This is an optimization exercise on Yosys and OpenROAD, whose aim is small area, a short achievable clock period and few clock cycles per item, not a production implementation.
Function was checked by simulation only, so behaviour that the tests miss may differ from the original.

--- design/flow/design.v ---
module krc_cgen (
    input  wire        clk,
    input  wire        rst,
    input  wire        start,
    input  wire [31:0] seed,
    input  wire [15:0] density,
    input  wire [6:0]  k,
    input  wire [1:0]  field,
    output wire        ready,
    output wire        out_valid,
    output wire [5:0]  out_idx,
    output wire [7:0]  out_elem,
    output wire        done
);
    localparam [31:0] LCG_A  = 32'd1664525;
    localparam [31:0] LCG_C  = 32'd1013904223;
    localparam [31:0] LCG_A2 = 32'h17385ca9;      
    localparam [31:0] LCG_C2 = 32'h47502932;      
    reg [31:0] r_seed;
    reg [15:0] r_dens;
    reg [5:0]  r_km1;        
    reg [1:0]  r_field;
    reg [31:0] s;            
    reg        gen;
    reg [5:0]  gidx;
    reg [7:0]  att;          
    reg        found;        
    reg [5:0]  first;        
    reg        p_valid;
    reg        p_nz;
    reg [5:0]  p_idx;
    reg        emit_on;
    reg        tail;
    reg        fb;
    reg        div;
    reg [5:0]  tidx;
    reg        rdy;
    reg        ov;
    reg        dn;
    reg [5:0]  oidx;
    reg [7:0]  oelem;
    wire [31:0] s1 = s * LCG_A + LCG_C;
    wire [31:0] s2 = s * LCG_A2 + LCG_C2;
    wire        nz = r_dens[15] | (s1[31:17] < r_dens[14:0]);
    wire        g_last = (gidx == r_km1);
    wire        g_fail = g_last & ~found & ~nz;
    wire [31:0] reseed = r_seed + {23'd0, {1'b0, att} + 9'd1};
    wire [15:0] w  = s[31:16];
    wire [8:0]  x  = {1'b0, w[15:8]} + {1'b0, w[7:0]};
    wire [7:0]  y  = x[7:0] + {7'd0, x[8]};
    wire [4:0]  z  = {1'b0, y[7:4]} + {1'b0, y[3:0]};
    wire [3:0]  z2 = z[3:0] + {3'd0, z[4]};
    wire [7:0]  e255 = (y + 8'd1) | {7'd0, y == 8'hff};
    wire [3:0]  e15  = (z2 + 4'd1) | {3'd0, z2 == 4'hf};
    reg  [7:0]  elem;
    always @(*) begin
        case (r_field)
            2'd0:    elem = 8'd1;
            2'd1:    elem = {4'd0, e15};
            default: elem = e255;
        endcase
    end
    wire        emit   = p_valid & (p_nz | emit_on);
    wire        p_last = emit & (p_idx == r_km1);
    wire [6:0]  rem_sh = {first, r_seed[31]};
    wire        rem_ge = rem_sh > {1'b0, r_km1};
    wire [6:0]  rem_sb = rem_sh - {1'b0, r_km1} - 7'd1;
    wire        t_last = fb ? (tidx == r_km1) : (tidx + 6'd1 == first);
    always @(posedge clk) begin
        if (rdy) begin
            r_seed  <= seed;
            r_dens  <= density;
            r_km1   <= k[5:0] - 6'd1;
            r_field <= field;
        end else if (div) begin
            r_seed  <= {r_seed[30:0], 1'b0};
        end
        if (rdy) begin
            s     <= seed;
            gidx  <= 6'd0;
            att   <= 8'd0;
            found <= 1'b0;
        end else if (gen) begin
            s     <= g_fail ? reseed : s2;
            gidx  <= g_last ? 6'd0 : gidx + 6'd1;
            found <= found | nz;
            if (nz & ~found)
                first <= gidx;
            if (g_fail)
                att <= att + 8'd1;
        end else if (div) begin
            att   <= att + 8'd1;
            first <= rem_ge ? rem_sb[5:0] : rem_sh[5:0];
        end
        p_nz  <= nz;
        p_idx <= gidx;
        if (rdy)
            emit_on <= 1'b0;
        else if (p_valid & p_nz)
            emit_on <= 1'b1;
        if (tail)
            tidx <= tidx + 6'd1;
        else
            tidx <= 6'd0;
        oidx  <= tail ? tidx : p_idx;
        oelem <= tail ? {7'd0, fb & (tidx == first)} : (p_nz ? elem : 8'd0);
        if (rst) begin
            rdy     <= 1'b1;
            gen     <= 1'b0;
            p_valid <= 1'b0;
            tail    <= 1'b0;
            div     <= 1'b0;
            fb      <= 1'b0;
            ov      <= 1'b0;
            dn      <= 1'b0;
        end else begin
            p_valid <= gen;
            ov      <= emit | tail;
            dn      <= 1'b0;
            if (rdy) begin
                fb <= 1'b0;
                if (start) begin
                    rdy <= 1'b0;
                    gen <= 1'b1;
                end
            end
            if (gen & g_last & (found | nz))
                gen <= 1'b0;
            if (gen & g_fail & (att == 8'd255)) begin
                gen   <= 1'b0;
                fb    <= 1'b1;
                if (r_km1 == 6'd0) begin
                    first <= 6'd0;
                    tail  <= 1'b1;
                end else begin
                    first <= 6'd0;
                    div   <= 1'b1;
                end
            end
            if (div & (att == 8'd31)) begin
                div  <= 1'b0;
                tail <= 1'b1;
            end
            if (p_last) begin
                if (first == 6'd0) begin
                    dn  <= 1'b1;
                    rdy <= 1'b1;
                end else begin
                    tail <= 1'b1;
                end
            end
            if (tail & t_last) begin
                tail <= 1'b0;
                dn   <= 1'b1;
                rdy  <= 1'b1;
            end
        end
    end
    assign ready     = rdy;
    assign out_valid = ov;
    assign out_idx   = oidx;
    assign out_elem  = oelem;
    assign done      = dn;
endmodule
--- design/flow/run.sh ---
#!/bin/bash
# synth_recipe.tcl (not shown) runs the flow's synth.tcl, then flattens the netlist and writes it again
# the make line also repeats each setting of config.mk as NAME=value (left out here)
make -C /OpenROAD-flow-scripts/flow DESIGN_CONFIG=/design/flow/config.mk WORK_HOME=/design/flow/orfs CLKGATE_MAP_FILE= SYNTH_SCRIPT=/design/flow/synth_recipe.tcl finish
--- design/flow/config.mk ---
export PLATFORM = sky130hd
export DESIGN_NAME = krc_cgen
export DESIGN_NICKNAME = krc_cgen
export VERILOG_FILES = /design/flow/design.v
export SDC_FILE = /design/flow/constraint.sdc
export NUM_CORES = 4
export LEC_CHECK = 0
export CAP_MARGIN = 20
export CORE_MARGIN = 2
export CORE_UTILIZATION = 40
export SLEW_MARGIN = 20
--- design/flow/constraint.sdc ---
create_clock -name core_clock -period 30.0 [get_ports {clk}]
set_input_delay 6.0000 -clock core_clock [delete_from_list [all_inputs] [get_ports {clk}]]
set_output_delay 6.0000 -clock core_clock [all_outputs]
set_load 0.01 [all_outputs]
==> results.txt <==
[synthesized netlist by cell type, types with 4 or more instances]
cell type	n	share of area (%)
inv_1	620	10
ha_1	386	21
fa_1	309	27
xnor2_1	126	4.8
edfxtp_1	88	11
nand2_1	86	1.4
o21ai_0	79	1.7
a21oi_1	78	1.7
nor2_1	75	1.2
dfxtp_1	57	4.9
xor2_1	53	2.0
nand3_1	48	1.0
mux2_2	27	1.3
clkbuf_1	25	0.41
nand4_1	25	0.68
nor3_1	25	0.54
a21o_1	24	0.78
a31oi_1	17	0.46
and3_1	16	0.43
nand2b_1	16	0.43
nor2b_1	16	0.43
and2_1	14	0.38
o21a_1	13	0.42
mux2i_1	12	0.52
or3_1	11	0.30
a211oi_1	10	0.32
o211ai_1	10	0.32
a22oi_1	7	0.23
nor4_1	7	0.19
nor4b_1	5	0.19
o2111ai_1	5	0.19
o21bai_1	5	0.16
or2_2	5	0.14
and4_1	4	0.15
buf_6	4	0.19
nand4b_1	4	0.15
o31a_1	4	0.15
[stage by stage]
step                      std cells
after floorplan                2384
after global placement         3213
after detailed placement       3213
after CTS                      3245
after global routing           3245
final                          3245
[sequential cells by signal, summed over array words and instances, names as in the netlist, 2 cells and up]
name,count
s,32
r_km1,6
r_seed,32
oidx,6
p_idx,6
r_dens,16
gidx,6
tidx,6
att,8
oelem,8
r_field,2
first,6
[critical path, delay by kind of cell, from the launching register on]
kind / cells / cell delay [ns]
AOI/OAI and AO/OA: 9 / 2.26
xor gates and xnor gates: 1 / 0.09
adders and majority gates: 9 / 4.09
buffers and inverters: 5 / 0.79
DFF: 1 / 0.33
and+or+nand+nor: 5 / 1.68
[kinds of logic after synthesis]
logic type | after synthesis | synth area share, %
multiplexers | 41 | 1.99
buffers and inverters | 658 | 10.8
adder cells (fa/ha/maj) | 695 | 47.6
flip-flops | 145 | 16.3
XOR/XNOR | 181 | 6.94
AO/OA/AOI/OAI | 291 | 8.06
AND/OR/NAND/NOR | 373 | 8.25
[layer usage]
layer | up-vias | GRT usage [%] | part of all wire, %
li1 | 7835 | - | -
met4 | 0 | 5.51 | 2.5
met1 | 8112 | 27.9 | 45
met2 | 348 | 35.7 | 48
met5 | - | 0 | 0
met3 | 85 | 3.05 | 4.2
[final timing paths]
kind,slack [ns],endpoint,from
max,20.53,first[5],s[2]
min,0.44,p_idx[3],gidx[3]
max reg2reg,20.53,first[5],s[2]
min reg2reg,0.44,p_idx[3],gidx[3]
[cell type report]
class / instances / share of cell area, %
timing repair buffer: 99 / 3.65
inverter: 623 / 9.18
clock inverter: 13 / 0.520
tap: 765 / 3.76
sequential: 145 / 14.9
clock buffer: 19 / 1.87
multi-input combinational: 1581 / 66.2
[cells in the final DEF, fill, tap and decap left out, types with 10 or more instances in the layout]
master | netlist | final
and2_1 | 14 | 14
or3_1 | 11 | 11
dfxtp_1 | 57 | 56
o21a_1 | 13 | 13
nand2b_1 | 16 | 16
edfxtp_1 | 88 | 88
ha_1 | 386 | 386
mux2i_1 | 12 | 12
xnor2_1 | 126 | 126
a21oi_1 | 78 | 78
fa_1 | 309 | 309
clkdlybuf4s50_1 | 0 | 75
nor2b_1 | 16 | 16
nor2_1 | 75 | 75
nand3_1 | 48 | 48
nand4_1 | 25 | 25
nor3_1 | 25 | 25
and3_1 | 16 | 16
a21o_1 | 24 | 24
a31oi_1 | 17 | 17
inv_1 | 620 | 620
mux2_2 | 27 | 27
o21ai_0 | 79 | 79
xor2_1 | 53 | 53
o211ai_1 | 10 | 10
clkbuf_16 | 0 | 19
nand2_1 | 86 | 86
a211oi_1 | 10 | 10
buf_4 | 1 | 24
==> reports/qor.csv <==
metric;value;unit
status;complete, no violations;
Max Fclk;106;MHz
fillers;5592;
DRT iter0 DRCs;971;
vias in the first global route;17300;
Final Slew Violations;0;
die span in y;245;um
# rows;88;
Post-DP HPWL;50.3;mm
Worst-path clk slew;0.07;ns
Slew @ Worst Pin;1.06;ns
RSZ-0062 raised after global routing;false;
Final TNS setup;0;ns
Critical Path Slowest Stage Cell;ha_1;
Distinct cells, synth;82;
cts repair resizes;0;
post-synthesis sequential area ratio;16.3;%
GRT Util Overall;21.0;%
post-DR wirelength/cell;18.5;um
crit path launch type;register;
Worst R2R Path Depth;29;
required time of the worst setup path;30.33;ns
synthesized area;23100;um2
GP Congestion;0.959;
Synth Flop Type;edfxtp_1;
Hold WS;0.439;ns
Area Growth Syn to Fin;10.1;%
crit-path max FO;13;
Worst path max stage delay;0.64;ns
vias per cell;5.05;
drt total wl;59.9;mm
post-place setup slack;20.59;ns
worst-skew pair later-pin latency;0.49;ns
Syn Nets;3139;
largest net degree at the start of global routing;81;
Crit path arrival time;9.80;ns
CTS tree;built;
Tcrit/Tclk final;31.6;%
Sequential Area;3790;um2
TritonCTS Sinks;145;
Tightest Hold Check Type;register to register;
final-report setup violation count;0;
post-cts hold buffer count;0;
Worst Skew;0.0105;ns
CP Capture Type;register;
first-pass GRT wire length;96.4;mm
CTS Buf Count;17;
Design Area, Final;25500;um2
Die Span X;245;um
Initial Utilization;40.3;%
combined area of the multi-input logic cells;16900;um2
clock buffer depth;2;
Root Buffer;clkbuf_16;
Ys Warns;1;
total gr overflow;0;
CTS H-tree depth;4;
I/O Pins;77;
setup ws final;20.53;ns
MaxCap Viol Count;0;
Post-route DRC;0;
Final ANT Viol Nets;0;
Yosys reg bits;145;
slew margin rel.;29.1;%
cells after synthesis;2384;
via count;16400;
core area;57500;um2
die area;59800;um2
asr flop ratio synth;0;%
Placed Area;24900;um2
Post-synth EDFFs;88;
final layout net count;3222;
most frequent CP cell;fa_1;
I/O Buffers;75;
final core occ;44.3;%
antenna violations before repair;0;
Hold Fails Final Rpt;0;
post-synthesis average cell area;9.71;um2
ANT cells;0;
setup repair bufs after CTS;0;
Hold Crit Depth;0;
First-pass DRT Iterations;5;
critical path type;register to register;
min cycle time layout;9.47;ns
share of cells above drive strength 1;4.44;%
Testbench counts, summed over its fixed seeds: cycles 12,300, items 320.

separate check: timing with driven ports:
The results above use ideal ports. As a check the final layout listed here was re-extracted and re-timed, cells and wires unchanged. Step 1 assumes that a clkbuf_16 drives the clock port and a buf_2 every other input. Step 2 also shifts input and output timing later by t, the mid clock arrival at the registers, as if the neighbouring blocks saw the same clock. a / b / c = no drivers / after step 1 / after step 2; a / b = the first two.
t, ns: 0.538
slack for setup (ns): 20.532 / 20.532 / 20.532
worst register clock-pin slew, ns: 0.07 / 0.07
After both steps this run still meets setup and hold. For this run, drivers alone change the setup slack by 0.000 ns; drivers and shift together by 0.000 ns.
